Background: an optimization exercise with open tools, aiming at small area and a short achievable clock period. Do not read the settings as production practice. Where RTL was checked, it was by simulation tests only, not by an equivalence proof against the original. Power is estimated from default activity; no workload was simulated.

Setup of v56:
==> flow/design.v (excerpt) <==
module rbcmd (
    input  wire        clk,
    input  wire        rst,
    input  wire        clr,
    input  wire        wr_en,
    input  wire [7:0]  wr_data,
    input  wire        sleep_done,
    output wire        empty,
    output wire        full,
    output wire [7:0]  size,
    output wire        send_valid,
    output wire [1:0]  send_len,
    output wire [7:0]  send_b0,
    output wire [7:0]  send_b1,
    output wire [7:0]  send_b2,
    output wire        log_valid,
    output wire [3:0]  log_len,
    output wire [7:0]  log_b0,
    output wire [7:0]  log_b1,
    output wire [7:0]  log_b2,
    output wire [7:0]  log_b3,
    output wire [7:0]  log_b4,
    output wire [7:0]  log_b5,
    output wire [7:0]  log_b6,
    output wire [7:0]  log_b7,
    output wire [7:0]  log_b8,
    output wire [7:0]  log_b9,
    output wire [7:0]  log_b10,
    output wire [7:0]  log_b11,
    output wire [7:0]  log_b12,
    output wire [7:0]  log_b13,
    output wire [7:0]  log_b14,
    output wire        sleep_req,
    output wire [15:0] sleep_ms
);
    localparam [3:0] T_ECHO = 4'd1, T_ADD = 4'd2, T_DELAY = 4'd4, T_LOG = 4'd6;
    reg        s_ah, s_ap, x_echo, x_add, x_delay, x_log, s_dw;
    reg        t_add, t_delay;        
    reg  [3:0] len;
    reg  [3:0] idx;
    reg  [7:0] pl [0:14];
    wire       rd_en = s_ah || s_ap;
    wire [7:0] rd_data;
    rbcmd_rb #(.C(200), .W(8), .SW(8)) u_rb (
        .clk(clk), .rst(rst), .clr(clr),
        .wr_en(wr_en), .wr_data(wr_data),
        .rd_en(rd_en), .rd_data(rd_data),
        .empty(empty), .full(full), .size(size)
    );
    wire fire = rd_en && !empty && !clr;
    wire [3:0] hdr_t = rd_data[7:4];
    wire [3:0] hdr_l = rd_data[3:0];
    wire h_echo  = (hdr_t == T_ECHO);
    wire h_add   = (hdr_t == T_ADD);
    wire h_delay = (hdr_t == T_DELAY);
    wire h_log   = (hdr_t == T_LOG);
    wire h_known = h_echo || h_add || h_delay || h_log;
    wire h_zero  = h_echo || (h_log && hdr_l == 4'd0);
    wire last    = t_add   ? (idx == 4'd3) :
                   t_delay ? (idx == 4'd2) : (idx + 4'd1 == len);
    wire       add_last = t_add && idx == 4'd3;
    wire [7:0] hi_sum   = pl[0] + pl[2];
    integer i;
    always @(posedge clk) begin
        if (rst) begin
            s_ah    <= 1'b1;
            s_ap    <= 1'b0;
            x_echo  <= 1'b0;
            x_add   <= 1'b0;
  ...
Size in the first run: roughly 190 I/O pins.
Settings: LEC_CHECK=0, CAP_MARGIN=20, CORE_MARGIN=2, CORE_UTILIZATION=60, SETUP_SLACK_MARGIN=5, SLEW_MARGIN=20, SYNTH_HIERARCHICAL=1; clock period 10.0 ns.
standard.sh (not shown) runs the stock make flow with config.mk's settings and CLKGATE_MAP_FILE= SYNTH_SCRIPT=/design/flow/synth_recipe.tcl, a recipe that flattens the netlist after the stock synthesis.
==> flow/flow/run.sh <==
#!/bin/bash
# Layout flow: the standard flow (standard synthesis unchanged), with
#  - timing repair aimed at a setup slack of SETUP_MARGIN ns instead of 5,
#  - clock tree synthesis without dummy loads and with clkbuf_4/8 buffers,
#  - every port on the bottom edge (flow/io.tcl, read before pin placement).
# The ORFS tools write their logs under orfs/logs; make's output is make.log.
set -uo pipefail
SETUP_MARGIN=5.25
CTS="-sink_clustering_enable -repair_clock_nets -dont_use_dummy_load -buf_list {sky130_fd_sc_hd__clkbuf_4 sky130_fd_sc_hd__clkbuf_8}"
bash standard.sh SETUP_SLACK_MARGIN=$SETUP_MARGIN "CTS_ARGS=$CTS" \
    PRE_IO_PLACEMENT_TCL=$PWD/flow/io.tcl finish > make.log 2>&1
==> flow/flow/io.tcl <==
# Keep every port on the bottom edge, so that the paths from the inputs to
# the outputs (rst and sleep_done gate the strobes) stay short.
set_io_pin_constraint -direction input -region bottom:*
set_io_pin_constraint -direction output -region bottom:*
v56 | status: complete | timing, DRC, antenna: pass
Setup changes, v56 to v32
--- a/flow/flow/run.sh
+++ b/flow/flow/run.sh
@@ -4 +4 @@
-#  - clock tree synthesis without dummy loads and with clkbuf_4/8 buffers,
+#  - clock tree synthesis without dummy loads and with clkbuf_8 buffers,
@@ -8,2 +8,2 @@
-SETUP_MARGIN=5.25
-CTS="-sink_clustering_enable -repair_clock_nets -dont_use_dummy_load -buf_list {sky130_fd_sc_hd__clkbuf_4 sky130_fd_sc_hd__clkbuf_8}"
+SETUP_MARGIN=5.6
+CTS="-sink_clustering_enable -repair_clock_nets -dont_use_dummy_load -buf_list sky130_fd_sc_hd__clkbuf_8"
## What came out
- Synthesized area divided by synthesized cell count: v56 vs v32 identical
- Diff v56 -> v32 | share of total power in combinational logic | increase of 0.8 points
- Compared with v56, v32 shows largest stage delay on the critical path lower by 20 ps.
- v56 ended up with met5 as its uppermost layer routed; v32 ended up with met4.
- Taking v56 as the reference, in v32 share of cells above drive strength 1 went up 3.6 points; maximum frequency from static timing analysis +about 0.9%; largest fanout on the critical path has decreased.
- Compared with v56, v32 shows a lower slack of the worst reg-to-reg path.
- Of v32 and v56, the lower part of the power in the clock network belongs to v32.
- v32 vs v56 — depth of the worst register-to-register path rose 3.
- Looking at sequential share of layout area, v32 sits 2.0 points lower than v56 does.
Input-level comparison between v46 and v32:
--- a/flow/flow/run.sh
+++ b/flow/flow/run.sh
@@ -4 +4 @@
-#  - clock tree synthesis without dummy loads and with clkbuf_8 buffers,
+#  - clock tree synthesis without dummy loads,
@@ -9 +9 @@
-CTS="-sink_clustering_enable -repair_clock_nets -dont_use_dummy_load -buf_list sky130_fd_sc_hd__clkbuf_8"
+CTS="-sink_clustering_enable -repair_clock_nets -dont_use_dummy_load"
[summary]
Between v32 and v46, minimum clock period decreased. Changes observed in v46 relative to v32: highest ir drop seen on vdd rose by about 14%; first-pass GRT wire length fell by 1.2%; depth of the CTS H-tree fell by 1. Combinational power is higher on v32. v46 against v32; total detailed-routing wirelength is down by a few percent.

---

Another version of the RTL of rbcmd (not shown whole).
Size in the first run: about 3200 cells after synthesis, ~1800 flip-flops, ~190 I/O pins.
Design rbcmd, start of the top module:
module rbcmd (
    input  wire        clk,
    input  wire        rst,
    input  wire        clr,
    input  wire        wr_en,
    input  wire [7:0]  wr_data,
    input  wire        sleep_done,
    output wire        empty,
    output wire        full,
    output wire [7:0]  size,
    output wire        send_valid,
    output wire [1:0]  send_len,
    output wire [7:0]  send_b0,
    output wire [7:0]  send_b1,
    output wire [7:0]  send_b2,
    output wire        log_valid,
    output wire [3:0]  log_len,
    output wire [7:0]  log_b0,
    output wire [7:0]  log_b1,
    output wire [7:0]  log_b2,
    output wire [7:0]  log_b3,
    output wire [7:0]  log_b4,
    output wire [7:0]  log_b5,
    output wire [7:0]  log_b6,
    output wire [7:0]  log_b7,
    output wire [7:0]  log_b8,
    output wire [7:0]  log_b9,
    output wire [7:0]  log_b10,
    output wire [7:0]  log_b11,
    output wire [7:0]  log_b12,
    output wire [7:0]  log_b13,
    output wire [7:0]  log_b14,
    output wire        sleep_req,
    output wire [15:0] sleep_ms
);
make LEC_CHECK=0 CAP_MARGIN=20 CORE_MARGIN=2 CORE_UTILIZATION=40 SETUP_SLACK_MARGIN=5 SLEW_MARGIN=20 SYNTH_HIERARCHICAL=1 finish   # period 10.0 ns
run.sh (not shown) runs the stock make flow with config.mk's settings and CLKGATE_MAP_FILE= SYNTH_SCRIPT=/design/flow/synth_recipe.tcl, a recipe that flattens the netlist after the stock synthesis.
Stock flow here: none of the scripts above is used.
Next try:
- CTS_BUF_LIST: not set -> sky130_fd_sc_hd__clkbuf_8
What happened: First-iteration DRC count drops by 0.70%. Non-clock buffer count came out lower by 22. Worst hold slack is worse by 35 ps. Area after synthesis stays the same. Count of clock-buffer cells in the layout goes up by 88. Routed wire length hardly moves. Register-to-register slack loses 80 ps. Global-route usage came out lower by 0.17 points. Cell area is lower by 1.1%. Die area stays the same.
Function was not checked in any run of this note: the RTL went through the layout flow alone.

[afterwards: timing with drivers on the ports]
No port has a modelled driver above. Below, the same layouts with a new extraction and two added sets of constraints. Step 1: set_driving_cell puts a clkbuf_16 on clk and a buf_2 on each other input, an assumption about the parent block. Step 2 also shifts input and output timing later by t, the mid clock arrival at the registers, as if the neighbouring blocks saw the same clock. Slacks: no drivers / after step 1 / after step 2; pairs: no drivers / after step 1.
run | t (ns) | setup WS [ns] | hold WS [ns] | worst data-port slew with drivers (ns)
v56 | 0.972 | 4.917 / 4.847 / 4.951 | 0.412 / 0.412 / 0.412 | 0.26
v32 | 0.993 | 4.960 / 4.353 / 4.353 | 0.386 / 0.386 / 0.386 | 0.98
v46 | 0.817 | 5.144 / 4.285 / 4.285 | 0.413 / 0.413 / 0.413 | 1.32
the first run of note 2 | 0.869 | 4.594 / 4.594 / 4.594 | 0.431 / 0.431 / 0.431 | 0.11
the second run of note 2 | 1.018 | 4.510 / 4.510 / 4.510 | 0.396 / 0.396 / 0.396 | 0.12
After both steps every run listed still meets setup and hold. The setup slack of v46, which loses most, moves by -0.859 ns with the drivers and by -0.859 ns with both steps.
